What follows belongs to an exercise in optimizing a design on an open flow for small area, a short achievable clock period and few clock cycles; a production flow would make more cautious choices.
The RTL was checked by simulation tests, not by an equivalence proof against the original design.

==> flow/design.v <==
module bh83_b83codec (
    input  wire        clk,
    input  wire        rst_n,       
    input  wire        start,
    input  wire        op,          
    input  wire [3:0]  len,         
    input  wire [63:0] value,       
    input  wire [79:0] chars_in,    
    output wire        ready,
    output reg         done,
    output reg  [3:0]  err_code,    
    output wire [15:0] err_info,
    output wire [63:0] res,         
    output wire [79:0] chars_out    
);
    localparam [3:0] E_OK       = 4'd0;
    localparam [3:0] E_INV_LEN  = 4'd2;
    localparam [3:0] E_INV_CHAR = 4'd3;
    localparam [3:0] E_ILLEGAL  = 4'd6;
    function [7:0] alpha;
        input [6:0] d;
        begin
            if (d < 7'd10)      alpha = 8'h30 + {1'b0, d};
            else if (d < 7'd36) alpha = 8'h41 + {1'b0, d} - 8'd10;
            else if (d < 7'd62) alpha = 8'h61 + {1'b0, d} - 8'd36;
            else begin
                case (d)
                    7'd62: alpha = 8'h23;   
                    7'd63: alpha = 8'h24;   
                    7'd64: alpha = 8'h25;   
                    7'd65: alpha = 8'h2A;   
                    7'd66: alpha = 8'h2B;   
                    7'd67: alpha = 8'h2C;   
                    7'd68: alpha = 8'h2D;   
                    7'd69: alpha = 8'h2E;   
                    7'd70: alpha = 8'h3A;   
                    7'd71: alpha = 8'h3B;   
                    7'd72: alpha = 8'h3D;   
                    7'd73: alpha = 8'h3F;   
                    7'd74: alpha = 8'h40;   
                    7'd75: alpha = 8'h5B;   
                    7'd76: alpha = 8'h5D;   
                    7'd77: alpha = 8'h5E;   
                    7'd78: alpha = 8'h5F;   
                    7'd79: alpha = 8'h7B;   
                    7'd80: alpha = 8'h7C;   
                    7'd81: alpha = 8'h7D;   
                    default: alpha = 8'h7E;  
                endcase
            end
        end
    endfunction
    function [7:0] digit_of;
        input [7:0] b;
        begin
            if (b >= 8'h30 && b <= 8'h39)      digit_of = b - 8'h30;
            else if (b >= 8'h41 && b <= 8'h5A) digit_of = b - 8'h41 + 8'd10;
            else if (b >= 8'h61 && b <= 8'h7A) digit_of = b - 8'h61 + 8'd36;
            else begin
                case (b)
                    8'h23: digit_of = 8'd62;
                    8'h24: digit_of = 8'd63;
                    8'h25: digit_of = 8'd64;
                    8'h2A: digit_of = 8'd65;
                    8'h2B: digit_of = 8'd66;
                    8'h2C: digit_of = 8'd67;
                    8'h2D: digit_of = 8'd68;
                    8'h2E: digit_of = 8'd69;
                    8'h3A: digit_of = 8'd70;
                    8'h3B: digit_of = 8'd71;
                    8'h3D: digit_of = 8'd72;
                    8'h3F: digit_of = 8'd73;
                    8'h40: digit_of = 8'd74;
                    8'h5B: digit_of = 8'd75;
                    8'h5D: digit_of = 8'd76;
                    8'h5E: digit_of = 8'd77;
                    8'h5F: digit_of = 8'd78;
                    8'h7B: digit_of = 8'd79;
                    8'h7C: digit_of = 8'd80;
                    8'h7D: digit_of = 8'd81;
                    8'h7E: digit_of = 8'd82;
                    default: digit_of = 8'h80;
                endcase
            end
        end
    endfunction
    function [7:0] dstep;
        input [7:0] t;
        reg ge;
        reg [7:0] bw;
        begin
            ge    = t[7] | (t[6] & (t[5] | (t[4] & (t[3] | t[2] | (t[1] & t[0])))));
            bw[1] = ~t[0];
            bw[2] = ~t[1] | bw[1];
            bw[3] = ~t[2] & bw[2];
            bw[4] = ~t[3] & bw[3];
            bw[5] = ~t[4] | bw[4];
            bw[6] = ~t[5] & bw[5];
            dstep = {ge,
                     t[6] ^ (ge & ~bw[6]),
                     t[5] ^ (ge &  bw[5]),
                     t[4] ^ (ge & ~bw[4]),
                     t[3] ^ (ge &  bw[3]),
                     t[2] ^ (ge &  bw[2]),
                     t[1] ^ (ge & ~bw[1]),
                     t[0] ^ ge};
        end
    endfunction
    reg        in_v;      
    reg        in_op;
    reg [3:0]  in_len;
    reg [79:0] dat;       
    reg        first;     
    reg        last_r;    
    reg [1:0]  wp;        
    reg [3:0]  cnt;       
    reg [6:0]  rem;       
    reg        ph;        
    reg        perr;      
    reg [3:0]  ecode;
    reg [79:0] r;         
    assign ready     = ~in_v | last_r;
    assign res       = r[63:0];
    assign chars_out = r;
    assign err_info  = r[15:0];
    wire [15:0] win = (wp == 2'd0) ? dat[15:0]  :
                      (wp == 2'd1) ? dat[31:16] :
                      (wp == 2'd2) ? dat[47:32] : dat[63:48];
    reg  [15:0] qw;
    reg  [6:0]  rq;
    reg  [7:0]  st;
    integer     i;
    always @(*) begin
        rq = rem;
        for (i = 15; i >= 0; i = i - 1) begin
            st    = dstep({rq, win[i]});
            qw[i] = st[7];
            rq    = st[6:0];
        end
    end
    wire nz1 = |dat[31:16];
    wire nz2 = |dat[47:32];
    wire nz3 = |dat[63:48];
    wire [1:0] wtop = nz3 ? 2'd3 : nz2 ? 2'd2 : nz1 ? 2'd1 : 2'd0;
    wire too_wide = (wp == 2'd1) ? (nz2 | nz3) : (wp == 2'd2) ? nz3 : 1'b0;
    wire [7:0] ch_r   = alpha((in_len == 4'd1) ? dat[6:0] : rq);
    wire [6:0] msd    = (in_len == 4'd1) ? dat[6:0] : qw[6:0];
    wire [7:0] ch_msd = alpha(qw[6:0]);
    wire       msd_bad = (msd >= 7'd83) |
                         ((in_len == 4'd1) ? (|dat[15:7]) : (|qw[15:7])) |
                         nz1 | nz2 | nz3;
    wire [7:0] ga = digit_of(dat[7:0]);
    wire [7:0] cb = first ? ((in_len == 4'd1) ? dat[7:0] : dat[15:8]) :
                    (cnt == 4'd2) ? dat[23:16] :
                    (cnt == 4'd3) ? dat[31:24] :
                    (cnt == 4'd4) ? dat[39:32] :
                    (cnt == 4'd5) ? dat[47:40] :
                    (cnt == 4'd6) ? dat[55:48] :
                    (cnt == 4'd7) ? dat[63:56] :
                    (cnt == 4'd8) ? dat[71:64] : dat[79:72];
    wire [7:0] gb = digit_of(cb);
    wire [31:0] ma = first ? {25'd0, (in_len > 4'd1) ? ga[6:0] : 7'd0} :
                     ph    ? r[63:32] : r[31:0];
    wire [6:0]  md = (first & (in_len == 4'd0)) ? 7'd0 :
                     ph    ? rem : gb[6:0];
    wire [38:0] mac;
    mac83 u_mac (.a(ma), .d(md), .y(mac));
    wire fb0 = ga[7] & (in_len != 4'd0);
    wire fb1 = gb[7] & (in_len > 4'd1);
    wire dbad = first ? (fb0 | fb1) : gb[7];
    wire [15:0] dbad_info = !first ? {4'd0, cnt, cb} :
                            fb0    ? {8'd0, dat[7:0]} : {8'd1, dat[15:8]};
    wire illegal = in_len > 4'd10;
    wire enc_bad = (in_len == 4'd0) ? (|dat[63:0]) : msd_bad;
    wire divdone = (wp == 2'd0);    
    reg [1:0]  wp_n;
    reg        ph_n;
    reg [3:0]  cnt_n;
    reg [6:0]  rem_n;
    reg        perr_n;
    reg [3:0]  ecode_n;
    reg        last_n;
    reg [3:0]  code_f;    
    reg        err_wr;    
    reg [15:0] err_val;
    always @(*) begin
        wp_n    = wp;
        ph_n    = ph;
        cnt_n   = cnt;
        rem_n   = rem;
        perr_n  = perr;
        ecode_n = ecode;
        last_n  = 1'b0;
        code_f  = E_OK;
        err_wr  = 1'b0;
        err_val = {12'd0, in_len};
        if (last_r) begin
            if (illegal) begin
                code_f = E_ILLEGAL;
                err_wr = 1'b1;
            end else if (perr) begin
                code_f = ecode;
            end else if (!in_op) begin
                if (enc_bad) begin
                    code_f = E_INV_LEN;
                    err_wr = 1'b1;
                end
            end else if (!ph & dbad) begin
                code_f  = E_INV_CHAR;
                err_wr  = 1'b1;
                err_val = dbad_info;
            end
        end else if (!in_op) begin
            if (divdone) begin
                cnt_n = cnt - 4'd1;
                rem_n = 7'd0;
                wp_n  = wtop;
            end else begin
                rem_n = rq;
                wp_n  = wp - 2'd1;
            end
            last_n = (cnt_n == 4'd1) & (wp_n == 2'd0);
            if (first & too_wide) begin
                perr_n  = 1'b1;
                ecode_n = E_INV_LEN;
                err_wr  = 1'b1;
                last_n  = 1'b1;
            end
        end else begin
            if (ph) begin
                cnt_n = cnt + 4'd1;
                ph_n  = 1'b0;
            end else if (!first & (cnt > 4'd4)) begin
                rem_n = mac[38:32];
                ph_n  = 1'b1;
            end else begin
                cnt_n = first ? 4'd2 : cnt + 4'd1;
            end
            if (!ph & dbad) begin
                perr_n  = 1'b1;
                ecode_n = E_INV_CHAR;
                err_wr  = 1'b1;
                err_val = dbad_info;
            end
            last_n = perr_n | ((cnt_n == in_len - 4'd1) & (ph_n | (cnt_n < 4'd5)));
        end
    end
    reg [79:0] r_n;
    integer c;
    always @(*) begin
        r_n = r;
        if (last_r & perr) begin
        end else if (in_op) begin
            if (ph) r_n[63:32] = mac[31:0];
            else    r_n[31:0]  = mac[31:0];
            if (first) r_n[63:32] = 32'd0;
        end else begin
            for (c = 0; c < 10; c = c + 1) begin
                if (first) r_n[8*c +: 8] = 8'd0;
                if (divdone & (cnt == c)) r_n[8*c +: 8] = ch_r;
            end
            if (last_r & (in_len > 4'd1)) r_n[7:0] = ch_msd;
        end
        if (err_wr) r_n[15:0] = err_val;
    end
    always @(posedge clk) begin
        if (!rst_n) begin
            in_v <= 1'b0;
            done <= 1'b0;
        end else begin
            done <= in_v & last_r;
            if (ready) in_v <= start;
        end
        if (in_v) begin
            r <= r_n;
            if (last_r) err_code <= code_f;
        end
        if (ready) begin
            in_op  <= op;
            in_len <= len;
            dat    <= op ? chars_in : {16'd0, value};
            first  <= 1'b1;
            last_r <= (len <= 4'd2) | (len > 4'd10);
            wp     <= (len <= 4'd2) ? 2'd0 : (len <= 4'd5) ? 2'd1 :
                      (len <= 4'd7) ? 2'd2 : 2'd3;
            cnt    <= len - 4'd1;
            rem    <= 7'd0;
            ph     <= 1'b0;
            perr   <= 1'b0;
        end else if (in_v) begin
            if (!in_op) begin
                case (wp)
                    2'd0: dat[15:0]  <= qw;
                    2'd1: dat[31:16] <= qw;
                    2'd2: dat[47:32] <= qw;
                    default: dat[63:48] <= qw;
                endcase
            end
            first  <= 1'b0;
            last_r <= last_n;
            wp     <= wp_n;
            ph     <= ph_n;
            cnt    <= cnt_n;
            rem    <= rem_n;
            perr   <= perr_n;
            ecode  <= ecode_n;
        end
    end
endmodule
module mac83 (
    input  wire [31:0] a,
    input  wire [6:0]  d,
    output wire [38:0] y
);
    wire [38:0] p0 = {7'd0, a};
    wire [38:0] p1 = {6'd0, a, 1'b0};
    wire [38:0] p2 = {3'd0, a, 4'd0};
    wire [38:0] p3 = {1'd0, a, 6'd0} | {32'd0, 1'b0, d[5:0]};
    wire [38:0] s1 = p0 ^ p1 ^ p2;
    wire [38:0] c1 = {(p0[37:0] & p1[37:0]) | (p0[37:0] & p2[37:0]) | (p1[37:0] & p2[37:0]), 1'b0};
    wire [38:0] s2 = s1 ^ c1 ^ p3;
    wire [38:0] c2 = {(s1[37:0] & c1[37:0]) | (s1[37:0] & p3[37:0]) | (c1[37:0] & p3[37:0]), 1'b0};
    wire [38:0] w  = {32'd0, d[6], 6'd0};
    wire [38:0] s3 = s2 ^ c2 ^ w;
    wire [38:0] c3 = {(s2[37:0] & c2[37:0]) | (s2[37:0] & w[37:0]) | (c2[37:0] & w[37:0]), 1'b0};
    reg [38:0] sum;
    reg [38:0] s0;
    reg [39:0] c;
    reg        cin;
    reg        all1;
    integer    i, b;
    always @(*) begin
        cin = 1'b0;
        for (b = 0; b < 3; b = b + 1) begin
            c[13*b] = 1'b0;
            for (i = 13*b; i < 13*b + 13; i = i + 1) begin
                s0[i]  = s3[i] ^ c3[i] ^ c[i];
                c[i+1] = (s3[i] & c3[i]) | (c[i] & (s3[i] ^ c3[i]));
            end
            all1 = 1'b1;
            for (i = 13*b; i < 13*b + 13; i = i + 1) begin
                sum[i] = s0[i] ^ (cin & all1);
                all1   = all1 & s0[i];
            end
            cin = c[13*b+13] | (cin & all1);
        end
    end
    assign y = sum;
endmodule
==> flow/run.sh <==
#!/bin/bash
# synth_recipe.tcl (not shown) runs the flow's synth.tcl, then flattens the netlist and writes it again
# the make line also repeats each setting of config.mk as NAME=value (left out here)
make -C /OpenROAD-flow-scripts/flow DESIGN_CONFIG=/design/flow/config.mk WORK_HOME=/design/flow/orfs CLKGATE_MAP_FILE= SYNTH_SCRIPT=/design/flow/synth_recipe.tcl finish
==> flow/constraint.sdc <==
create_clock -name core_clock -period 80.0 [get_ports {clk}]
set_input_delay 16.0000 -clock core_clock [delete_from_list [all_inputs] [get_ports {clk}]]
set_output_delay 16.0000 -clock core_clock [all_outputs]
set_load 0.01 [all_outputs]
==> flow/config.mk <==
export PLATFORM = sky130hd
export DESIGN_NAME = bh83_b83codec
export DESIGN_NICKNAME = bh83_b83codec
export VERILOG_FILES = /design/flow/design.v
export SDC_FILE = /design/flow/constraint.sdc
export NUM_CORES = 4
export LEC_CHECK = 0
export ABC_AREA = 1
export CAP_MARGIN = 20
export CORE_MARGIN = 2
export CORE_UTILIZATION = 40
export SLEW_MARGIN = 20
==> results of run 1 <==
==> layer usage <==
metal  up-vias  routed length, um  global-route usage (%)
met5         -                  0                       0
met4         0               3190                    11.1
met3       143               5110                    3.34
met2       982              37300                    49.8
met1      9750              32000                    36.1
li1       9861                  -                       -
==> area by class of cell <==
cell class	instances	area [um2]
Sequential cell	188	5530
Fill cell	5211	26700
Inverter	433	1630
Clock inverter	10	72.6
Timing Repair Buffer	344	3370
Multi-Input combinational cell	2117	12600
Clock buffer	22	495
Tap cell	680	851
==> how the worst max path moves through the flow <==
stage / from / to / slack, ns
2_1_floorplan: wp[1] / r[4] / 62.12
3_3_place_gp: wp[0] / r[22] / 59.93
3_5_place_dp: wp[0] / r[30] / 59.25
4_1_cts: wp[0] / r[46] / 59.19
5_1_grt: wp[0] / r[46] / 56.68
6_report: wp[0] / r[46] / 59.11
==> sequential cells by signal, summed over array words and instances, names as in the netlist, 2 cells and up <==
register	flops
cnt	4
dat	80
err_code	3
in_len	4
r	80
rem	7
wp	2
==> per-stage QoR <==
step                instances  util, %
floorplan                2900        -
global placement         3762     46.8
detailed placement       3762     46.8
CTS                      3794     47.9
global route             3794     47.9
finish                   3794     47.9
==> cells by family after synthesis <==
family | Yosys count
compound gates | 590
xor+xnor | 69
fa+ha+maj | 196
buf+inv | 595
flops | 188
other cells | 2
simple gates | 1254
==> cells in the mapped netlist (all sizes together), types with 2 or more instances <==
library cell    n  area share, %
nand2         656             13
inv           425            7.7
nor2          354            6.6
o21ai         326            7.9
edfxtp        176             25
nand3         133            3.3
a21oi         110            2.7
ha            102            6.1
buf           100            3.7
fa             94            9.1
clkbuf         62            1.2
xor2           61            2.9
o22ai          46            1.4
nor3           44            1.1
a31oi          27           0.81
nand4          25           0.75
o211ai         25           0.90
nor4           21           0.63
dfxtp          12            1.2
or2             9           0.27
clkinv          8           0.15
o31ai           8           0.29
xnor2           8           0.34
a2111oi         6           0.25
a211oi          6           0.22
a32oi           6           0.25
o221ai          6           0.25
nand3b          5           0.18
o41ai           5           0.21
a22oi           4           0.14
o2111ai         4           0.17
and3            3          0.090
and2            2          0.066
conb            2          0.036
o21bai          2          0.072
==> cells in the final DEF, fill, tap and decap left out, types with 5 or more instances in the layout <==
cell             synthesis  routed
xnor2_1                  8       8
o22ai_1                 46      46
o21ai_1                 24      28
buf_4                   85      28
nor2_1                 345     344
clkbuf_16                0      18
inv_1                  404     404
dfxtp_1                 12      11
nand3_1                127     127
clkinv_1                 7       6
xor2_2                   9       9
inv_6                    0       5
inv_2                   20      21
nor3_1                  44      44
nand2_4                 20      20
a21oi_1                108     108
nand3b_1                 5       5
fa_1                    94      94
or2_2                    8       8
ha_1                   102     102
o221ai_1                 6       6
o41ai_1                  5       5
o211ai_1                25      25
nand2_2                 54      54
o21ai_0                299     295
nor2_2                   5       6
a31oi_1                 27      27
xor2_1                  52      52
a2111oi_0                6       6
a211oi_1                 6       6
clkdlybuf4s50_1          0     315
nor4_1                  21      21
nand3_2                  6       6
nand4_1                 25      25
nand2_1                582     582
o31ai_1                  8       8
edfxtp_1               176     176
a32oi_1                  6       6
conb_1                   2       8
==> critical path, delay by kind of cell (launching register included) <==
family | cells | cell delay (ns)
xor gates and xnor gates | 9 | 1.55
DFF | 1 | 0.46
adders and majority gates | 14 | 3.81
AOI/OAI and AO/OA | 5 | 1.17
and+or+nand+nor | 109 | 11.51
buffers and inverters | 23 | 2.07
==> out/metrics.csv, run 1 <==
stage;metric;value;unit
worst_setup_path;crit_slowest_cell;a21oi_1;
route;dr.first_iter.drc_count;1910;
cts;clock-root-buffer;clkbuf_16;
sta;fin_tns_setup;0;ns
sta;period_needed;20.89;ns
sta;rsz0062_at_grt;no;
worst_setup_path;slowest_delay;0.47;ns
global_route;grt_pass1_vias;20000;
synth;syn_area_per_cell;7.18;um2
placement;dpl-instance-area;24000;um2
synth;synth_warnings;2;
placement;gp_congestion;0.968;
cts;postCtsResizedCells;0;
route;wl;77.6;mm
sta;layout_setup_ws;59.11;ns
global_route;grt_overflow;0;
cts;clk_latency;0.47;ns
final_layout;antenna-diode-count;0;
die;dieArea;53800;um2
worst_setup_path;r2r_slack;59.11;ns
worst_hold_path;hold_depth;2;
route;wl_per_cell;20.4;um
sta;holdWs;0.522;ns
placement;port_buffers;316;
sta;slew_violations;0;
cts;postCtsHoldBufs;0;
cts;clkTransAtPathRegs;0.08;ns
synth;syn_area;20800;um2
final_layout;drive_above_1_share;6.36;%
worst_setup_path;crit_path_start_kind;register;
synth;yosys_most_used_dff;edfxtp_1;
worst_hold_path;worst_hold_path_type;register to register;
sta;min_period_over_period;26.1;%
synth;post_synth_xor_area_fraction;3.23;%
worst_setup_path;rr_worst_depth;160;
cts;h-tree-depth;4;
synth;synth_cell_types;63;
cts;clockBufferDepth;2;
final_layout;num-nets-final;3449;
cts;cts-buffers-inserted;17;
route;drt_pass1_iterations;5;
die;die_width;232;um
worst_hold_path;whs_endpoint;rem[6];
worst_hold_path;worstHoldStart;rem[6];
cts;cts_setup_buffers;0;
cts;tritoncts;yes;
synth;yosysSeqAreaShare;26.6;%
worst_setup_path;crit_required;80.19;ns
worst_setup_path;rr_endpoint;r[46];
route;drc;0;
worst_setup_path;arrival;21.09;ns
worst_setup_path;cp_max_fo;19;
worst_setup_path;cp_common_cell;nand2_1;
sta;final-hold-violation-count;0;
final_layout;design_area;24600;um2
final_layout;syn2layout_area_growth;18.3;%
sta;maxSlewHeadroom;31.6;%
synth;synth-seq-cells;188;
synth;synthCells;2894;
worst_setup_path;r2r-start;wp[0];
die;num_rows;83;
synth;synthAdderAreaFrac;15.2;%
job;maxCapViolCount;0;
die;start_util;40.5;%
route;vias;20700;
sta;worst_pin_slew;1.01;ns
sta;clock_skew;0.00954;ns
sta;max_freq;0.0479;GHz
worst_setup_path;crit_path_end_kind;register;
sta;setup_violations;0;
die;pin_count;318;
global_route;track_usage;28.6;%
global_route;grt_pass1_wl;117;mm
global_route;grt_max_degree;94;
synth;synthSimpleGateAreaFrac;26.3;%
synth;synth_compound_area_share;15.9;%
worst_setup_path;crit_type;register to register;
synth;synth_edf_count;176;
synth;synthArstFlopShare;0;%
run_status;status;timing/DRC/antenna clean;
cts;cts.sinks;188;
synth;synthMuxAreaShare;0;%
die;fp.dieH;232;um
die;core;51300;um2
route;viasPerCell;5.47;
global_route;antenna_found_initial;0;
placement;hpwl;63.5;mm
synth;synth_top_family_by_area;simple AND/OR/NAND/NOR gates;
placement;preCtsSetupSlack;59.25;ns
route;final_antenna_net_count;0;
Testbench counts, summed over its fixed seeds: cycles 8,235.
==> run 2, diff against run 1 <==
--- a/flow/design.v
+++ b/flow/design.v
@@ -114,3 +114,3 @@
     reg        last_r;    
-    reg [1:0]  wp;        
+    reg [4:0]  wsel;      
     reg [3:0]  cnt;       
@@ -121,3 +121,5 @@
     reg [79:0] r;         
-    assign ready     = ~in_v | last_r;
+    reg        ready_r;   
+    wire rdy = ~in_v | last_r;
+    assign ready     = ready_r;
     assign res       = r[63:0];
@@ -125,6 +127,8 @@
     assign err_info  = r[15:0];
-    wire [15:0] win = (wp == 2'd0) ? dat[15:0]  :
-                      (wp == 2'd1) ? dat[31:16] :
-                      (wp == 2'd2) ? dat[47:32] : dat[63:48];
-    reg  [15:0] qw;
+    wire [12:0] win = ({13{wsel[0]}} & dat[12:0])  |
+                      ({13{wsel[1]}} & dat[25:13]) |
+                      ({13{wsel[2]}} & dat[38:26]) |
+                      ({13{wsel[3]}} & dat[51:39]) |
+                      ({13{wsel[4]}} & {1'b0, dat[63:52]});
+    reg  [12:0] qw;
     reg  [6:0]  rq;
@@ -134,3 +138,3 @@
         rq = rem;
-        for (i = 15; i >= 0; i = i - 1) begin
+        for (i = 12; i >= 0; i = i - 1) begin
             st    = dstep({rq, win[i]});
@@ -140,7 +144,10 @@
     end
-    wire nz1 = |dat[31:16];
-    wire nz2 = |dat[47:32];
-    wire nz3 = |dat[63:48];
-    wire [1:0] wtop = nz3 ? 2'd3 : nz2 ? 2'd2 : nz1 ? 2'd1 : 2'd0;
-    wire too_wide = (wp == 2'd1) ? (nz2 | nz3) : (wp == 2'd2) ? nz3 : 1'b0;
+    wire nz1 = |dat[25:13];
+    wire nz2 = |dat[38:26];
+    wire nz3 = |dat[51:39];
+    wire nz4 = |dat[63:52];
+    wire [4:0] wtop = nz4 ? 5'b10000 : nz3 ? 5'b01000 : nz2 ? 5'b00100 :
+                      nz1 ? 5'b00010 : 5'b00001;
+    wire too_wide = (wsel[1] & (nz2 | nz3 | nz4)) | (wsel[2] & (nz3 | nz4)) |
+                    (wsel[3] & nz4);
     wire [7:0] ch_r   = alpha((in_len == 4'd1) ? dat[6:0] : rq);
@@ -149,4 +156,4 @@
     wire       msd_bad = (msd >= 7'd83) |
-                         ((in_len == 4'd1) ? (|dat[15:7]) : (|qw[15:7])) |
-                         nz1 | nz2 | nz3;
+                         ((in_len == 4'd1) ? (|dat[12:7]) : (|qw[12:7])) |
+                         nz1 | nz2 | nz3 | nz4;
     wire [7:0] ga = digit_of(dat[7:0]);
@@ -174,4 +181,4 @@
     wire enc_bad = (in_len == 4'd0) ? (|dat[63:0]) : msd_bad;
-    wire divdone = (wp == 2'd0);    
-    reg [1:0]  wp_n;
+    wire divdone = wsel[0];    
+    reg [4:0]  wsel_n;
     reg        ph_n;
@@ -186,3 +193,3 @@
     always @(*) begin
-        wp_n    = wp;
+        wsel_n  = wsel;
         ph_n    = ph;
@@ -214,10 +221,10 @@
             if (divdone) begin
-                cnt_n = cnt - 4'd1;
-                rem_n = 7'd0;
-                wp_n  = wtop;
+                cnt_n  = cnt - 4'd1;
+                rem_n  = 7'd0;
+                wsel_n = wtop;
             end else begin
-                rem_n = rq;
-                wp_n  = wp - 2'd1;
+                rem_n  = rq;
+                wsel_n = {1'b0, wsel[4:1]};
             end
-            last_n = (cnt_n == 4'd1) & (wp_n == 2'd0);
+            last_n = (cnt_n == 4'd1) & wsel_n[0];
             if (first & too_wide) begin
@@ -267,7 +274,13 @@
         if (!rst_n) begin
-            in_v <= 1'b0;
-            done <= 1'b0;
+            in_v    <= 1'b0;
+            done    <= 1'b0;
+            ready_r <= 1'b1;
         end else begin
             done <= in_v & last_r;
-            if (ready) in_v <= start;
+            if (rdy) begin
+                in_v    <= start;
+                ready_r <= ~start | (len <= 4'd2) | (len > 4'd10);
+            end else begin
+                ready_r <= last_n;
+            end
         end
@@ -277,3 +290,3 @@
         end
-        if (ready) begin
+        if (rdy) begin
             in_op  <= op;
@@ -283,4 +296,5 @@
             last_r <= (len <= 4'd2) | (len > 4'd10);
-            wp     <= (len <= 4'd2) ? 2'd0 : (len <= 4'd5) ? 2'd1 :
-                      (len <= 4'd7) ? 2'd2 : 2'd3;
+            wsel   <= (len <= 4'd2) ? 5'b00001 : (len <= 4'd4) ? 5'b00010 :
+                      (len <= 4'd6) ? 5'b00100 : (len == 4'd7) ? 5'b01000 :
+                      5'b10000;
             cnt    <= len - 4'd1;
@@ -291,8 +305,7 @@
             if (!in_op) begin
-                case (wp)
-                    2'd0: dat[15:0]  <= qw;
-                    2'd1: dat[31:16] <= qw;
-                    2'd2: dat[47:32] <= qw;
-                    default: dat[63:48] <= qw;
-                endcase
+                if (wsel[0]) dat[12:0]  <= qw;
+                if (wsel[1]) dat[25:13] <= qw;
+                if (wsel[2]) dat[38:26] <= qw;
+                if (wsel[3]) dat[51:39] <= qw;
+                if (wsel[4]) dat[63:52] <= qw[11:0];
             end
@@ -300,3 +313,3 @@
             last_r <= last_n;
-            wp     <= wp_n;
+            wsel   <= wsel_n;
             ph     <= ph_n;
==> flow/flow/run.sh (new file) <==
#!/bin/bash
set -euo pipefail
export BUFFER_PORTS_ARGS="-buffer_cell sky130_fd_sc_hd__buf_1"
bash standard.sh > standard_flow.log 2>&1
==> flow/standard.sh (new file) <==
#!/bin/bash
# synth_recipe.tcl (not shown) runs the flow's synth.tcl, then flattens the netlist and writes it again
# the make line also repeats each setting of config.mk as NAME=value (left out here)
make -C /OpenROAD-flow-scripts/flow DESIGN_CONFIG=/design/flow/config.mk WORK_HOME=/design/flow/orfs CLKGATE_MAP_FILE= SYNTH_SCRIPT=/design/flow/synth_recipe.tcl "${@:-finish}"
removed: flow/run.sh
==> run 2 against run 1 <==
Compared with the run above: non-clock buffer count down 5; still clean on timing, DRC and antenna; setup slack better by 1.8 ns; flip-flop and latch count up 4; maximum frequency up 9.7%; critical path depth down 43; routed wire length down 3.8%.
==> out/metrics.csv, run 2 <==
stage;metric;value;unit;change
die;num_rows;82;;was 83
sta;final-hold-violation-count;0;;unchanged
cts;cts.sinks;192;;was 188
worst_setup_path;crit_end;r[8];;was r[46]
worst_setup_path;crit_required;80.23;ns;was 80.19 ns
synth;synthArstFlopShare;0;%;unchanged
worst_hold_path;worstHoldStart;in_v;;was rem[6]
synth;synth_top_area_share;26.4;%;was 25.4%
synth;yosysMostFrequentCell;nand2_1;;unchanged
sta;maxSlewHeadroom;33.2;%;was 31.6%
synth;synthMuxAreaShare;0.0983;%;was 0%
synth;synthSimpleGateAreaFrac;24.3;%;was 26.3%
worst_setup_path;crit_path_start_kind;register;;unchanged
die;die_width;230;um;was 232 um
global_route;met1_usage;36.4;%;was 36.1%
global_route;busiest_layer;met2;;unchanged
worst_setup_path;crit_family;simple AND/OR/NAND/NOR gates;;unchanged
route;dr.first_iter.drc_count;1965;;was 1910
sta;period_needed;19.05;ns;was 20.89 ns
synth;ys_top_cells_by_area;edfxtp_1 (26%), nand2_1 (10%), fa_1 (9.2%);;was edfxtp_1 (25%), nand2_1 (11%), fa_1 (9.1%)
sta;max_freq;0.0525;GHz;was 0.0479 GHz
cts;clock-root-buffer;clkbuf_16;;unchanged
sta;rsz0062_at_grt;no;;unchanged
cts;cts_setup_buffers;0;;unchanged
synth;yosysSeqAreaShare;27.7;%;was 26.6%
global_route;grt_pass1_wl;113;mm;was 117 mm
sta;min_period_over_period;23.8;%;was 26.1%
synth;synth_top_family_by_area;simple AND/OR/NAND/NOR gates;;unchanged
cts;postCtsHoldBufs;0;;unchanged
worst_setup_path;path_depth;117;;was 160
job;maxCapViolCount;0;;unchanged
worst_setup_path;slowest_delay;0.63;ns;was 0.47 ns
cts;postCtsResizedCells;0;;unchanged
final_layout;final_util;44.3;%;was 47.9%
worst_hold_path;hold_depth;2;;unchanged
worst_setup_path;rr_worst_depth;117;;was 160
sta;clock_skew;0.0199;ns;was 0.00954 ns
global_route;track_usage;28.0;%;was 28.6%
worst_setup_path;r2r-start;wsel[3];;was wp[0]
cts;clockBufferDepth;2;;unchanged
worst_setup_path;rr_endpoint;r[8];;was r[46]
cts;cts-buffers-inserted;17;;unchanged
route;drc;0;;unchanged
final_layout;drive_above_1_share;4.78;%;was 6.36%
die;pin_count;318;;unchanged
synth;synth_compound_area_share;16.7;%;was 15.9%
worst_setup_path;crit_slowest_cell;a21oi_1;;unchanged
cts;clkTransAtPathRegs;0.09;ns;was 0.08 ns
synth;synth-seq-cells;192;;was 188
synth;yosys_most_used_dff;edfxtp_1;;unchanged
route;viasPerCell;5.54;;was 5.47
synth;synthAdderAreaFrac;15.9;%;was 15.2%
placement;port_buffers;316;;unchanged
final_layout;final_common_cell;nand2_1;;unchanged
worst_hold_path;worst_hold_path_type;register to register;;unchanged
global_route;grt_max_degree;96;;was 94
synth;post_synth_xor_area_fraction;3.00;%;was 3.23%
die;dieArea;52800;um2;was 53800 um2
final_layout;reg_top3;dat x80, r x80, rem x7;;unchanged
worst_setup_path;crit_type;register to register;;unchanged
sta;worst_pin_slew;1.00;ns;was 1.01 ns
synth;synth_cell_types;63;;unchanged
global_route;grt_use_met3;4.85;%;was 3.34%
route;drt_pass1_iterations;6;;was 5
synth;syn_area;20400;um2;was 20800 um2
global_route;grt.met2_usage;46.3;%;was 49.8%
worst_setup_path;crit_path_end_kind;register;;unchanged
worst_setup_path;crit_buf_inv;4;;was 23
final_layout;num-nets-final;3353;;was 3449
route;final_antenna_net_count;0;;unchanged
placement;dp_cells;3652;;was 3762
global_route;antenna_found_initial;3;;was 0
sta;fin_tns_setup;0;ns;unchanged
cts;h-tree-depth;4;;unchanged
synth;synthCells;2801;;was 2894
sta;setup_violations;0;;unchanged
die;core;50200;um2;was 51300 um2
worst_setup_path;arrival;19.28;ns;was 21.09 ns
worst_setup_path;cp-startpoint;wsel[3];;was wp[0]
worst_setup_path;r2r_slack;60.95;ns;was 59.11 ns
route;wl;74.6;mm;was 77.6 mm
synth;synth_edf_count;179;;was 176
final_layout;layout.cells.most_common_list;nand2_1 (543), inv_1 (390), nor2_1 (356);;was nand2_1 (582), inv_1 (404), nor2_1 (344)
final_layout;syn2layout_area_growth;9.11;%;was 18.3%
synth;syn_area_per_cell;7.27;um2;was 7.18 um2
synth;synth_warnings;2;;unchanged
worst_setup_path;cp_common_cell;nand2_1;;unchanged
placement;hpwl;60.3;mm;was 63.5 mm
route;vias;20400;;was 20700
synth;synth_common_cells;nand2_1 (543), inv_1 (391), nor2_1 (357), o21ai_0 (285), edfxtp_1 (179);;was nand2_1 (582), inv_1 (404), nor2_1 (345), o21ai_0 (299), edfxtp_1 (176)
run_status;status;timing/DRC/antenna clean;;unchanged
route;wl_per_cell;20.2;um;was 20.4 um
cts;clk_latency;0.49;ns;was 0.47 ns
worst_setup_path;cp_max_fo;18;;was 19
placement;gp_congestion;1.01;;was 0.968
synth;yosysTopAreaCell;edfxtp_1;;unchanged
sta;slew_violations;0;;unchanged
cts;tritoncts;yes;;unchanged
global_route;grt_overflow;0;;unchanged
global_route;grt_pass1_vias;19500;;was 20000
final_layout;fin_cells;3686;;was 3794
die;fp.dieH;230;um;was 232 um
die;start_util;40.6;%;was 40.5%
-- run 2: cells by family (layout without fill, tap and decap cells) --
logic type | after synthesis | count (layout)
compound gates | 601 | 601
xor+xnor | 68 | 68
fa+ha+maj | 202 | 202
buf+inv | 575 | 780
flops | 192 | 192
mux | 2 | 2
other cells | 2 | 10
simple gates | 1159 | 1159
-- run 2: worst min path at each step --
stage | endpoint | slack (ns)
2_1_floorplan | ecode[0] | 0.42
3_3_place_gp | done | 0.49
3_5_place_dp | done | 0.49
4_1_cts | done | 0.49
5_1_grt | done | 0.53
6_report | done | 0.49
-- run 2: routing by layer --
metal	part of all wire (%)	vias up	wire, um
li1	-	9585	-
met1	42	9711	31200
met2	47	994	35000
met3	7.7	142	5780
met4	3.6	2	2650
met5	0.017	-	13
-- run 2: tightest hold or removal path, cell delays in order (launching register included) --
cell and delay [ns]:
dfxtp_1 0.31, nand2_1 0.08, nor2_1 0.06
-- run 2: through the flow --
stage                     hold WS [ns]  worst slack (ns)  cell area [um2]
after detailed placement         0.493             61.32            21600
final                            0.494             60.95            22200
after global routing             0.526             59.29            22200
after global placement           0.490             61.82            21600
after CTS                        0.495             61.26            22200
after floorplan                  0.424             63.03            20400
-- run 2: cell type report --
cell class,instances,area (um2)
clock buffer,18,429
inverter,409,1540
antenna,2,5.00
tap,672,841
multi-input combinational,2040,12300
clock inverter,14,160
sequential,192,5640
timing repair buffer,339,1360
fill,5223,27900
Testbench counts of run 2, summed over its fixed seeds: cycles 8,677.
==> run 3, diff against run 2 <==
==> flow/run.sh (new file) <==
#!/bin/bash
# synth_recipe.tcl (not shown) runs the flow's synth.tcl, then flattens the netlist and writes it again
# the make line also repeats each setting of config.mk as NAME=value (left out here)
make -C /OpenROAD-flow-scripts/flow DESIGN_CONFIG=/design/flow/config.mk WORK_HOME=/design/flow/orfs CLKGATE_MAP_FILE= SYNTH_SCRIPT=/design/flow/synth_recipe.tcl finish
removed: flow/flow/run.sh
removed: flow/standard.sh
==> run 3 against run 2 <==
Compared with the run above: via count shrank 0.81%; clock skew grew 0.0046 ns; routed wire length grew 1.9%; critical path type unchanged; global-route usage grew 0.83 points; count of clock-buffer cells in the layout grew 1; setup slack gained 0.30 ns; area after synthesis is the same; synthesized cell count is the same; highest routed layer unchanged; still clean on timing, DRC and antenna.
==> out/metrics.csv, run 3 <==
stage;metric;value;unit;change
sta;rsz0062_at_grt;no;;unchanged
worst_hold_path;worst_hold_path_type;register to register;;unchanged
synth;synth_warnings;2;;unchanged
route;wl_per_cell;20.6;um;was 20.2 um
final_layout;drive_above_1_share;4.75;%;was 4.78%
synth;syn_area;20400;um2;unchanged
worst_setup_path;crit_type;register to register;;unchanged
synth;synth_common_cells;nand2_1 (543), inv_1 (391), nor2_1 (357), o21ai_0 (285), edfxtp_1 (179);;unchanged
synth;synth-seq-cells;192;;unchanged
global_route;grt.met2_usage;48.7;%;was 46.3%
global_route;grt_use_met3;4.40;%;was 4.85%
cts;h-tree-depth;4;;unchanged
die;core;50200;um2;unchanged
placement;dp_cells;3650;;was 3652
global_route;grt_pass1_vias;19600;;was 19500
cts;cts.sinks;192;;unchanged
cts;postCtsHoldBufs;0;;unchanged
cts;tritoncts;yes;;unchanged
sta;setup_violations;0;;unchanged
synth;synthArstFlopShare;0;%;unchanged
global_route;busiest_layer;met2;;unchanged
cts;clkTransAtPathRegs;0.08;ns;was 0.09 ns
worst_setup_path;crit_family;simple AND/OR/NAND/NOR gates;;unchanged
placement;dpl-instance-area;23600;um2;was 21600 um2
route;drc;0;;unchanged
synth;synth_edf_count;179;;unchanged
placement;port_buffers;316;;unchanged
final_layout;multi_input_area;12300;um2;unchanged
synth;synth_top_area_share;26.4;%;unchanged
route;drt_pass1_iterations;6;;unchanged
worst_setup_path;crit_buf_inv;4;;unchanged
cts;postCtsResizedCells;0;;unchanged
route;wl;76.1;mm;was 74.6 mm
route;dr.first_iter.drc_count;2183;;was 1965
route;viasPerCell;5.50;;was 5.54
final_layout;syn2layout_area_growth;18.7;%;was 9.11%
cts;cts_setup_buffers;0;;unchanged
worst_setup_path;slowest_delay;0.63;ns;about the same
synth;syn_area_per_cell;7.27;um2;unchanged
worst_setup_path;crit_path_end_kind;register;;unchanged
final_layout;num-nets-final;3352;;was 3353
global_route;grt_max_degree;97;;was 96
final_layout;layout.cells.most_common_list;nand2_1 (543), inv_1 (390), nor2_1 (356);;unchanged
synth;synth_cell_types;63;;unchanged
synth;yosysMostFrequentCell;nand2_1;;unchanged
sta;clock_skew;0.0245;ns;was 0.0199 ns
sta;maxSlewHeadroom;25.7;%;was 33.2%
final_layout;final_util;48.2;%;was 44.3%
sta;final-hold-violation-count;0;;unchanged
cts;cts-buffers-inserted;17;;unchanged
worst_setup_path;cp_max_fo;18;;unchanged
final_layout;fin_cells;3684;;was 3686
worst_setup_path;arrival;18.98;ns;was 19.28 ns
die;num_rows;82;;unchanged
job;maxCapViolCount;0;;unchanged
final_layout;reg_top3;dat x80, r x80, rem x7;;unchanged
global_route;antenna_found_initial;3;;unchanged
cts;clock-root-buffer;clkbuf_16;;unchanged
placement;hpwl;61.9;mm;was 60.3 mm
sta;slew_violations;0;;unchanged
placement;gp_congestion;0.988;;was 1.01
global_route;track_usage;28.8;%;was 28.0%
cts;clockBufferDepth;2;;unchanged
cts;clk_latency;0.50;ns;was 0.49 ns
synth;ys_top_cells_by_area;edfxtp_1 (26%), nand2_1 (10%), fa_1 (9.2%);;unchanged
worst_setup_path;crit_required;80.23;ns;about the same
global_route;met1_usage;37.6;%;was 36.4%
run_status;status;timing/DRC/antenna clean;;unchanged
worst_setup_path;cp_common_cell;nand2_1;;unchanged
route;final_antenna_net_count;0;;unchanged
synth;synthCells;2801;;unchanged
global_route;grt_pass1_wl;116;mm;was 113 mm
die;dieArea;52800;um2;unchanged
sta;worst_pin_slew;1.10;ns;was 1.00 ns
die;start_util;40.6;%;unchanged
global_route;grt_overflow;0;;unchanged
worst_setup_path;crit_path_start_kind;register;;unchanged
synth;yosysTopAreaCell;edfxtp_1;;unchanged
sta;max_freq;0.0533;GHz;was 0.0525 GHz
final_layout;fillerInstances;4975;;was 5223
worst_setup_path;crit_slowest_cell;edfxtp_1;;was a21oi_1
sta;period_needed;18.75;ns;was 19.05 ns
final_layout;regArea;5640;um2;unchanged
die;fp.dieH;230;um;unchanged
synth;yosysSeqAreaShare;27.7;%;unchanged
die;die_width;230;um;unchanged
die;pin_count;318;;unchanged
sta;fin_tns_setup;0;ns;unchanged
final_layout;design_area;24200;um2;was 22200 um2
route;vias;20300;;was 20400
sta;min_period_over_period;23.4;%;was 23.8%
synth;yosys_most_used_dff;edfxtp_1;;unchanged
final_layout;final_common_cell;nand2_1;;unchanged
run 3: layout make-up:
class,instances,share of cell area (%)
Timing Repair Buffer,338,13.7
Multi-Input combinational cell,2040,50.7
Clock inverter,13,0.605
Tap cell,672,3.48
Inverter,409,6.37
Clock buffer,19,1.83
Sequential cell,192,23.3
Antenna cell,1,0.0103
run 3: metal layers:
layer  up-vias  wire [um]
li1       9591          -
met1      9584      31800
met2       956      36400
met3       136       5470
met4         2       2350
met5         -         13
run 3: worst register-to-register path, delay by kind of cell, from the launching register on:
kind            cells  cell delay, ns
buf+inv             4            0.43
compound gates     14            2.54
xor+xnor           10            1.72
simple gates       78            9.28
flops               1            0.63
fa+ha+maj          14            3.89
run 3: cells by family after synthesis:
| family | Yosys count | synth area share (%) |
|---|---|---|
| buffers and inverters | 575 | 12.3 |
| flip-flops | 192 | 27.7 |
| AO/OA/AOI/OAI | 601 | 16.7 |
| adder cells (fa/ha/maj) | 202 | 15.9 |
| XOR/XNOR | 68 | 3.00 |
| other | 2 | 0.0369 |
| AND/OR/NAND/NOR | 1159 | 24.3 |
| multiplexers | 2 | 0.0983 |
run 3: path summary, 6_finish.rpt:
kind | start | to | slack (ns) | depth (start not counted)
worst max-delay path | wsel[0] | r[8] | 61.25 | 120
worst max register to register | wsel[0] | r[8] | 61.25 | 120
worst min register to register | in_v | done | 0.51 | 2
worst min-delay path | in_v | done | 0.51 | 2
run 3: per-stage QoR:
step	setup slack, ns	hold slack (ns)
global placement	61.85	0.490
CTS	61.59	0.517
detailed placement	61.66	0.497
global route	59.59	0.539
finish	61.25	0.510
floorplan	63.03	0.424
==> run 4, diff against run 3 <==
--- a/flow/design.v
+++ b/flow/design.v
@@ -108,2 +108,266 @@
     endfunction
+    function [7:0] alpha_step;
+        input [7:0] t;
+        begin
+            case (t)
+                8'd0: alpha_step = 8'h30;
+                8'd1: alpha_step = 8'h31;
+                8'd2: alpha_step = 8'h32;
+                8'd3: alpha_step = 8'h33;
+                8'd4: alpha_step = 8'h34;
+                8'd5: alpha_step = 8'h35;
+                8'd6: alpha_step = 8'h36;
+                8'd7: alpha_step = 8'h37;
+                8'd8: alpha_step = 8'h38;
+                8'd9: alpha_step = 8'h39;
+                8'd10: alpha_step = 8'h41;
+                8'd11: alpha_step = 8'h42;
+                8'd12: alpha_step = 8'h43;
+                8'd13: alpha_step = 8'h44;
+                8'd14: alpha_step = 8'h45;
+                8'd15: alpha_step = 8'h46;
+                8'd16: alpha_step = 8'h47;
+                8'd17: alpha_step = 8'h48;
+                8'd18: alpha_step = 8'h49;
+                8'd19: alpha_step = 8'h4a;
+                8'd20: alpha_step = 8'h4b;
+                8'd21: alpha_step = 8'h4c;
+                8'd22: alpha_step = 8'h4d;
+                8'd23: alpha_step = 8'h4e;
+                8'd24: alpha_step = 8'h4f;
+                8'd25: alpha_step = 8'h50;
+                8'd26: alpha_step = 8'h51;
+                8'd27: alpha_step = 8'h52;
+                8'd28: alpha_step = 8'h53;
+                8'd29: alpha_step = 8'h54;
+                8'd30: alpha_step = 8'h55;
+                8'd31: alpha_step = 8'h56;
+                8'd32: alpha_step = 8'h57;
+                8'd33: alpha_step = 8'h58;
+                8'd34: alpha_step = 8'h59;
+                8'd35: alpha_step = 8'h5a;
+                8'd36: alpha_step = 8'h61;
+                8'd37: alpha_step = 8'h62;
+                8'd38: alpha_step = 8'h63;
+                8'd39: alpha_step = 8'h64;
+                8'd40: alpha_step = 8'h65;
+                8'd41: alpha_step = 8'h66;
+                8'd42: alpha_step = 8'h67;
+                8'd43: alpha_step = 8'h68;
+                8'd44: alpha_step = 8'h69;
+                8'd45: alpha_step = 8'h6a;
+                8'd46: alpha_step = 8'h6b;
+                8'd47: alpha_step = 8'h6c;
+                8'd48: alpha_step = 8'h6d;
+                8'd49: alpha_step = 8'h6e;
+                8'd50: alpha_step = 8'h6f;
+                8'd51: alpha_step = 8'h70;
+                8'd52: alpha_step = 8'h71;
+                8'd53: alpha_step = 8'h72;
+                8'd54: alpha_step = 8'h73;
+                8'd55: alpha_step = 8'h74;
+                8'd56: alpha_step = 8'h75;
+                8'd57: alpha_step = 8'h76;
+                8'd58: alpha_step = 8'h77;
+                8'd59: alpha_step = 8'h78;
+                8'd60: alpha_step = 8'h79;
+                8'd61: alpha_step = 8'h7a;
+                8'd62: alpha_step = 8'h23;
+                8'd63: alpha_step = 8'h24;
+                8'd64: alpha_step = 8'h25;
+                8'd65: alpha_step = 8'h2a;
+                8'd66: alpha_step = 8'h2b;
+                8'd67: alpha_step = 8'h2c;
+                8'd68: alpha_step = 8'h2d;
+                8'd69: alpha_step = 8'h2e;
+                8'd70: alpha_step = 8'h3a;
+                8'd71: alpha_step = 8'h3b;
+                8'd72: alpha_step = 8'h3d;
+                8'd73: alpha_step = 8'h3f;
+                8'd74: alpha_step = 8'h40;
+                8'd75: alpha_step = 8'h5b;
+                8'd76: alpha_step = 8'h5d;
+                8'd77: alpha_step = 8'h5e;
+                8'd78: alpha_step = 8'h5f;
+                8'd79: alpha_step = 8'h7b;
+                8'd80: alpha_step = 8'h7c;
+                8'd81: alpha_step = 8'h7d;
+                8'd82: alpha_step = 8'h7e;
+                8'd83: alpha_step = 8'h30;
+                8'd84: alpha_step = 8'h31;
+                8'd85: alpha_step = 8'h32;
+                8'd86: alpha_step = 8'h33;
+                8'd87: alpha_step = 8'h34;
+                8'd88: alpha_step = 8'h35;
+                8'd89: alpha_step = 8'h36;
+                8'd90: alpha_step = 8'h37;
+                8'd91: alpha_step = 8'h38;
+                8'd92: alpha_step = 8'h39;
+                8'd93: alpha_step = 8'h41;
+                8'd94: alpha_step = 8'h42;
+                8'd95: alpha_step = 8'h43;
+                8'd96: alpha_step = 8'h44;
+                8'd97: alpha_step = 8'h45;
+                8'd98: alpha_step = 8'h46;
+                8'd99: alpha_step = 8'h47;
+                8'd100: alpha_step = 8'h48;
+                8'd101: alpha_step = 8'h49;
+                8'd102: alpha_step = 8'h4a;
+                8'd103: alpha_step = 8'h4b;
+                8'd104: alpha_step = 8'h4c;
+                8'd105: alpha_step = 8'h4d;
+                8'd106: alpha_step = 8'h4e;
+                8'd107: alpha_step = 8'h4f;
+                8'd108: alpha_step = 8'h50;
+                8'd109: alpha_step = 8'h51;
+                8'd110: alpha_step = 8'h52;
+                8'd111: alpha_step = 8'h53;
+                8'd112: alpha_step = 8'h54;
+                8'd113: alpha_step = 8'h55;
+                8'd114: alpha_step = 8'h56;
+                8'd115: alpha_step = 8'h57;
+                8'd116: alpha_step = 8'h58;
+                8'd117: alpha_step = 8'h59;
+                8'd118: alpha_step = 8'h5a;
+                8'd119: alpha_step = 8'h61;
+                8'd120: alpha_step = 8'h62;
+                8'd121: alpha_step = 8'h63;
+                8'd122: alpha_step = 8'h64;
+                8'd123: alpha_step = 8'h65;
+                8'd124: alpha_step = 8'h66;
+                8'd125: alpha_step = 8'h67;
+                8'd126: alpha_step = 8'h68;
+                8'd127: alpha_step = 8'h69;
+                8'd128: alpha_step = 8'h6a;
+                8'd129: alpha_step = 8'h6b;
+                8'd130: alpha_step = 8'h6c;
+                8'd131: alpha_step = 8'h6d;
+                8'd132: alpha_step = 8'h6e;
+                8'd133: alpha_step = 8'h6f;
+                8'd134: alpha_step = 8'h70;
+                8'd135: alpha_step = 8'h71;
+                8'd136: alpha_step = 8'h72;
+                8'd137: alpha_step = 8'h73;
+                8'd138: alpha_step = 8'h74;
+                8'd139: alpha_step = 8'h75;
+                8'd140: alpha_step = 8'h76;
+                8'd141: alpha_step = 8'h77;
+                8'd142: alpha_step = 8'h78;
+                8'd143: alpha_step = 8'h79;
+                8'd144: alpha_step = 8'h7a;
+                8'd145: alpha_step = 8'h23;
+                8'd146: alpha_step = 8'h24;
+                8'd147: alpha_step = 8'h25;
+                8'd148: alpha_step = 8'h2a;
+                8'd149: alpha_step = 8'h2b;
+                8'd150: alpha_step = 8'h2c;
+                8'd151: alpha_step = 8'h2d;
+                8'd152: alpha_step = 8'h2e;
+                8'd153: alpha_step = 8'h3a;
+                8'd154: alpha_step = 8'h3b;
+                8'd155: alpha_step = 8'h3d;
+                8'd156: alpha_step = 8'h3f;
+                8'd157: alpha_step = 8'h40;
+                8'd158: alpha_step = 8'h5b;
+                8'd159: alpha_step = 8'h5d;
+                8'd160: alpha_step = 8'h5e;
+                8'd161: alpha_step = 8'h5f;
+                8'd162: alpha_step = 8'h7b;
+                8'd163: alpha_step = 8'h7c;
+                8'd164: alpha_step = 8'h7d;
+                8'd165: alpha_step = 8'h7e;
+                8'd166: alpha_step = 8'h30;
+                8'd167: alpha_step = 8'h31;
+                8'd168: alpha_step = 8'h32;
+                8'd169: alpha_step = 8'h33;
+                8'd170: alpha_step = 8'h34;
+                8'd171: alpha_step = 8'h35;
+                8'd172: alpha_step = 8'h36;
+                8'd173: alpha_step = 8'h37;
+                8'd174: alpha_step = 8'h38;
+                8'd175: alpha_step = 8'h39;
+                8'd176: alpha_step = 8'h41;
+                8'd177: alpha_step = 8'h42;
+                8'd178: alpha_step = 8'h43;
+                8'd179: alpha_step = 8'h44;
+                8'd180: alpha_step = 8'h45;
+                8'd181: alpha_step = 8'h46;
+                8'd182: alpha_step = 8'h47;
+                8'd183: alpha_step = 8'h48;
+                8'd184: alpha_step = 8'h49;
+                8'd185: alpha_step = 8'h4a;
+                8'd186: alpha_step = 8'h4b;
+                8'd187: alpha_step = 8'h4c;
+                8'd188: alpha_step = 8'h4d;
+                8'd189: alpha_step = 8'h4e;
+                8'd190: alpha_step = 8'h4f;
+                8'd191: alpha_step = 8'h50;
+                8'd192: alpha_step = 8'h51;
+                8'd193: alpha_step = 8'h52;
+                8'd194: alpha_step = 8'h53;
+                8'd195: alpha_step = 8'h54;
+                8'd196: alpha_step = 8'h55;
+                8'd197: alpha_step = 8'h56;
+                8'd198: alpha_step = 8'h57;
+                8'd199: alpha_step = 8'h58;
+                8'd200: alpha_step = 8'h59;
+                8'd201: alpha_step = 8'h5a;
+                8'd202: alpha_step = 8'h61;
+                8'd203: alpha_step = 8'h62;
+                8'd204: alpha_step = 8'h63;
+                8'd205: alpha_step = 8'h64;
+                8'd206: alpha_step = 8'h65;
+                8'd207: alpha_step = 8'h66;
+                8'd208: alpha_step = 8'h67;
+                8'd209: alpha_step = 8'h68;
+                8'd210: alpha_step = 8'h69;
+                8'd211: alpha_step = 8'h6a;
+                8'd212: alpha_step = 8'h6b;
+                8'd213: alpha_step = 8'h6c;
+                8'd214: alpha_step = 8'h6d;
+                8'd215: alpha_step = 8'h6e;
+                8'd216: alpha_step = 8'h6f;
+                8'd217: alpha_step = 8'h70;
+                8'd218: alpha_step = 8'h71;
+                8'd219: alpha_step = 8'h72;
+                8'd220: alpha_step = 8'h73;
+                8'd221: alpha_step = 8'h74;
+                8'd222: alpha_step = 8'h75;
+                8'd223: alpha_step = 8'h76;
+                8'd224: alpha_step = 8'h77;
+                8'd225: alpha_step = 8'h78;
+                8'd226: alpha_step = 8'h79;
+                8'd227: alpha_step = 8'h7a;
+                8'd228: alpha_step = 8'h23;
+                8'd229: alpha_step = 8'h24;
+                8'd230: alpha_step = 8'h25;
+                8'd231: alpha_step = 8'h2a;
+                8'd232: alpha_step = 8'h2b;
+                8'd233: alpha_step = 8'h2c;
+                8'd234: alpha_step = 8'h2d;
+                8'd235: alpha_step = 8'h2e;
+                8'd236: alpha_step = 8'h3a;
+                8'd237: alpha_step = 8'h3b;
+                8'd238: alpha_step = 8'h3d;
+                8'd239: alpha_step = 8'h3f;
+                8'd240: alpha_step = 8'h40;
+                8'd241: alpha_step = 8'h5b;
+                8'd242: alpha_step = 8'h5d;
+                8'd243: alpha_step = 8'h5e;
+                8'd244: alpha_step = 8'h5f;
+                8'd245: alpha_step = 8'h7b;
+                8'd246: alpha_step = 8'h7c;
+                8'd247: alpha_step = 8'h7d;
+                8'd248: alpha_step = 8'h7e;
+                8'd249: alpha_step = 8'h30;
+                8'd250: alpha_step = 8'h31;
+                8'd251: alpha_step = 8'h32;
+                8'd252: alpha_step = 8'h33;
+                8'd253: alpha_step = 8'h34;
+                8'd254: alpha_step = 8'h35;
+                8'd255: alpha_step = 8'h36;
+                default: alpha_step = 8'h30;
+            endcase
+        end
+    endfunction
     reg        in_v;      
@@ -134,2 +398,3 @@
     reg  [6:0]  rq;
+    reg  [6:0]  rq1;      
     reg  [7:0]  st;
@@ -137,4 +402,6 @@
     always @(*) begin
-        rq = rem;
+        rq  = rem;
+        rq1 = rem;
         for (i = 12; i >= 0; i = i - 1) begin
+            if (i == 0) rq1 = rq;
             st    = dstep({rq, win[i]});
@@ -152,5 +419,5 @@
                     (wsel[3] & nz4);
-    wire [7:0] ch_r   = alpha((in_len == 4'd1) ? dat[6:0] : rq);
+    wire [7:0] ch_r   = alpha_step({rq1, win[0]});
     wire [6:0] msd    = (in_len == 4'd1) ? dat[6:0] : qw[6:0];
-    wire [7:0] ch_msd = alpha(qw[6:0]);
+    wire [7:0] ch_msd = alpha(msd);
     wire       msd_bad = (msd >= 7'd83) |
@@ -268,3 +535,3 @@
             end
-            if (last_r & (in_len > 4'd1)) r_n[7:0] = ch_msd;
+            if (last_r & (in_len != 4'd0)) r_n[7:0] = ch_msd;
         end
==> flow/flow/run.sh (new file) <==
#!/bin/bash
set -euo pipefail
export BUFFER_PORTS_ARGS="-buffer_cell sky130_fd_sc_hd__buf_1"
export SETUP_SLACK_MARGIN=62
bash standard.sh > standard_flow.log 2>&1
==> flow/standard.sh (new file) <==
#!/bin/bash
# synth_recipe.tcl (not shown) runs the flow's synth.tcl, then flattens the netlist and writes it again
# the make line also repeats each setting of config.mk as NAME=value (left out here)
make -C /OpenROAD-flow-scripts/flow DESIGN_CONFIG=/design/flow/config.mk WORK_HOME=/design/flow/orfs CLKGATE_MAP_FILE= SYNTH_SCRIPT=/design/flow/synth_recipe.tcl "${@:-finish}"
--- a/flow/config.mk
+++ b/flow/config.mk
@@ -10,3 +10,3 @@
 export CORE_MARGIN = 2
-export CORE_UTILIZATION = 40
+export CORE_UTILIZATION = 55
 export SLEW_MARGIN = 20
removed: flow/run.sh
==> run 4 against run 3 <==
Compared with the run above: still clean on timing, DRC and antenna; synthesized cell count rose by 4.1%; count of clock-buffer cells in the layout fell by 2; routed wire length fell by 3.5%; clock skew fell by 0.0018 ns; maximum frequency rose by 8.7%; highest routed layer unchanged.
==> out/metrics.csv, run 4 <==
stage;metric;value;unit;change
synth;synthArstFlopShare;0;%;unchanged
worst_setup_path;crit_buf_inv;1;;was 4
sta;min_period_over_period;21.6;%;was 23.4%
worst_setup_path;crit_path_end_kind;primary output;;was register
cts;clk_latency;0.46;ns;was 0.50 ns
final_layout;num-nets-final;3478;;was 3352
synth;synthCells;2917;;was 2801
route;vias;21500;;was 20300
worst_setup_path;crit_family;flip-flops;;was simple AND/OR/NAND/NOR gates
route;viasPerCell;5.91;;was 5.50
final_layout;drive_above_1_share;6.13;%;was 4.75%
cts;clockBufferDepth;2;;unchanged
synth;synth_warnings;2;;unchanged
die;die_width;199;um;was 230 um
synth;yosysMostFrequentCell;nand2_1;;unchanged
global_route;antenna_found_initial;1;;was 3
synth;synth-seq-cells;190;;was 192
run_status;status;timing/DRC/antenna clean;;unchanged
die;fp.dieH;199;um;was 230 um
sta;rsz0062_at_grt;no;;unchanged
sta;clock_skew;0.0227;ns;was 0.0245 ns
synth;syn_area;20800;um2;was 20400 um2
final_layout;syn2layout_area_growth;9.44;%;was 18.7%
placement;gp_congestion;1.07;;was 0.988
placement;dp_cells;3582;;was 3650
route;drc;0;;unchanged
placement;dpl-instance-area;21800;um2;was 23600 um2
sta;period_needed;17.25;ns;was 18.75 ns
route;drt_pass1_iterations;6;;unchanged
worst_setup_path;slowest_delay;0.59;ns;was 0.63 ns
synth;yosys_most_used_dff;edfxtp_1;;unchanged
worst_setup_path;crit_type;register to primary output;;was register to register
sta;worst_pin_slew;1.08;ns;was 1.10 ns
synth;yosysTopAreaCell;edfxtp_1;;unchanged
cts;clkTransAtPathRegs;0.09;ns;was 0.08 ns
cts;postCtsHoldBufs;0;;unchanged
sta;fin_tns_setup;0;ns;unchanged
global_route;track_usage;36.5;%;was 28.8%
route;dr.first_iter.drc_count;2460;;was 2183
synth;synthMuxAreaShare;0;%;was 0.0983%
synth;synth_compound_area_share;17.6;%;was 16.7%
die;pin_count;318;;unchanged
final_layout;fillerInstances;3586;;was 4975
job;maxCapViolCount;0;;unchanged
route;wl;73.4;mm;was 76.1 mm
global_route;grt_pass1_vias;20000;;was 19600
synth;syn_area_per_cell;7.14;um2;was 7.27 um2
sta;slew_violations;0;;unchanged
route;final_antenna_net_count;0;;unchanged
synth;yosysSeqAreaShare;26.8;%;was 27.7%
final_layout;largest-register;dat;;
final_layout;design_area;22800;um2;was 24200 um2
sta;setup_violations;0;;unchanged
worst_setup_path;crit_slowest_cell;edfxtp_1;;unchanged
final_layout;fin_cells;3643;;was 3684
synth;synth_cell_types;55;;was 63
synth;synthAdderAreaFrac;15.8;%;was 15.9%
sta;maxSlewHeadroom;28.0;%;was 25.7%
worst_setup_path;arrival;1.25;ns;was 18.98 ns
worst_setup_path;crit_path_start_kind;register;;unchanged
cts;tritoncts;yes;;unchanged
global_route;grt_overflow;0;;unchanged
final_layout;layout.cells.most_common_list;nand2_1 (587), inv_1 (374), nor2_1 (352);;was nand2_1 (543), inv_1 (390), nor2_1 (356)
synth;synthSimpleGateAreaFrac;24.4;%;was 24.3%
final_layout;largest_reg_flops;80;;
synth;post_synth_xor_area_fraction;3.13;%;was 3.00%
global_route;grt_pass1_wl;110;mm;was 116 mm
cts;h-tree-depth;4;;unchanged
synth;ys_top_cells_by_area;edfxtp_1 (26%), nand2_1 (11%), fa_1 (9.0%);;was edfxtp_1 (26%), nand2_1 (10%), fa_1 (9.2%)
synth;synth_top_family_by_area;simple AND/OR/NAND/NOR gates;;unchanged
die;start_util;55.5;%;was 40.6%
cts;clock-root-buffer;clkbuf_16;;unchanged
placement;hpwl;57.2;mm;was 61.9 mm
route;wl_per_cell;20.2;um;was 20.6 um
synth;synth_top_area_share;25.5;%;was 26.4%
sta;final-hold-violation-count;0;;unchanged
final_layout;reg_top3;dat x80, r x78, rem x7;;was dat x80, r x80, rem x7
worst_setup_path;crit_required;64.00;ns;was 80.23 ns
die;dieArea;39400;um2;was 52800 um2
worst_setup_path;cp_max_fo;3;;was 18
synth;synth_edf_count;177;;was 179
sta;max_freq;0.0580;GHz;was 0.0533 GHz
global_route;grt_max_degree;96;;was 97
placement;port_buffers;314;;was 316
final_layout;final_common_cell;nand2_1;;unchanged
die;num_rows;71;;was 82
worst_hold_path;worst_hold_path_type;register to register;;unchanged
synth;synth_common_cells;nand2_1 (593), inv_1 (375), nor2_1 (354), o21ai_0 (276), edfxtp_1 (177);;was nand2_1 (543), inv_1 (391), nor2_1 (357), o21ai_0 (285), edfxtp_1 (179)
cts;cts.sinks;190;;was 192
worst_setup_path;cp_cell_sequence;buf_1;;
die;core;37500;um2;was 50200 um2
cts;cts-buffers-inserted;17;;unchanged
final_layout;antenna-diode-count;0;;was 1
run 4: layout make-up:
class                           instances  area [um2]  area share [%]
Clock buffer                           17         425            1.87
Clock inverter                         15         186           0.818
Inverter                              409        1540            6.77
Multi-Input combinational cell       2146       12900            56.6
Sequential cell                       190        5580            24.5
Tap cell                              511         639            2.81
Timing Repair Buffer                  355        1520            6.66
run 4: cell families after synthesis:
group           after synthesis
simple gates               1210
compound gates              650
buf+inv                     588
fa+ha+maj                   207
flops                       190
xor+xnor                     70
other cells                   2
run 4: final timing paths:
check / to / start / slack, ns / cells past startpoint
worst max register to register: r[1] / wsel[0] / 63.34 / 125
worst min register to register: perr / perr / 0.52 / 2
worst max-delay path: res[38] / r[38] / 62.75 / 1
worst min-delay path: perr / perr / 0.52 / 2
run 4: layer usage:
metal	global-route usage (%)	vias up	part of all wire [%]
li1	-	9993	-
met1	48.2	9981	40
met2	59.3	1336	46
met3	5.44	227	9.6
met4	16.7	2	4.9
met5	0	-	0.018
run 4: what timing repair did:
| action | CTS | global route |
|---|---|---|
| pin swaps | 0 | 4 |
| resized for setup | 1 | 43 |
| endpoints found under the hold margin | 0 | 0 |
| setup buffers | 0 | 27 |
| setup endpoints to repair | 1 | 94 |
| cloned | 0 | 2 |
run 4: through the flow:
step / util [%] / hold slack, ns / setup slack, ns
2_1_floorplan: - / 0.446 / 63.03
3_3_place_gp: 58.0 / 0.489 / 62.60
3_5_place_dp: 58.0 / 0.490 / 62.05
4_1_cts: 59.7 / 0.513 / 62.15
5_1_grt: 60.8 / 0.556 / 61.87
6_report: 60.8 / 0.519 / 62.75
Testbench counts of run 4, summed over its fixed seeds: cycles 8,677.

static timing again, ports no longer ideal:
In the flow no input, the clock included, has a driving cell. The finished layouts below were timed again as built, in two steps. Step 1: set_driving_cell puts a clkbuf_16 on clk and a buf_2 on each other input, an assumption about the parent block. Step 2, shift: input delay + t, output delay - t, t = (earliest + latest rising clock arrival at the registers) / 2. This alone moves slack from input paths to output paths. Slacks: ideal ports / drivers / drivers and shift; pairs: ideal ports / drivers.
run	t, ns	setup WS [ns]	latest minus earliest clock arrival (ns)	worst register clock-pin slew, ns	pins driven straight from the clock port
run 1	0.516	59.106 / 59.106 / 59.106	0.010 / 0.009	0.08 / 0.08	1
run 2	0.539	60.948 / 60.948 / 60.948	0.020 / 0.020	0.09 / 0.09	1
run 3	0.546	61.249 / 61.249 / 61.249	0.025 / 0.025	0.08 / 0.08	1
run 4	0.502	62.753 / 62.701 / 62.517	0.023 / 0.023	0.09 / 0.09	1
After both steps setup and hold are still met in every run listed. The setup slack of run 4, which loses most, moves by -0.052 ns with the drivers and by -0.236 ns with both steps.
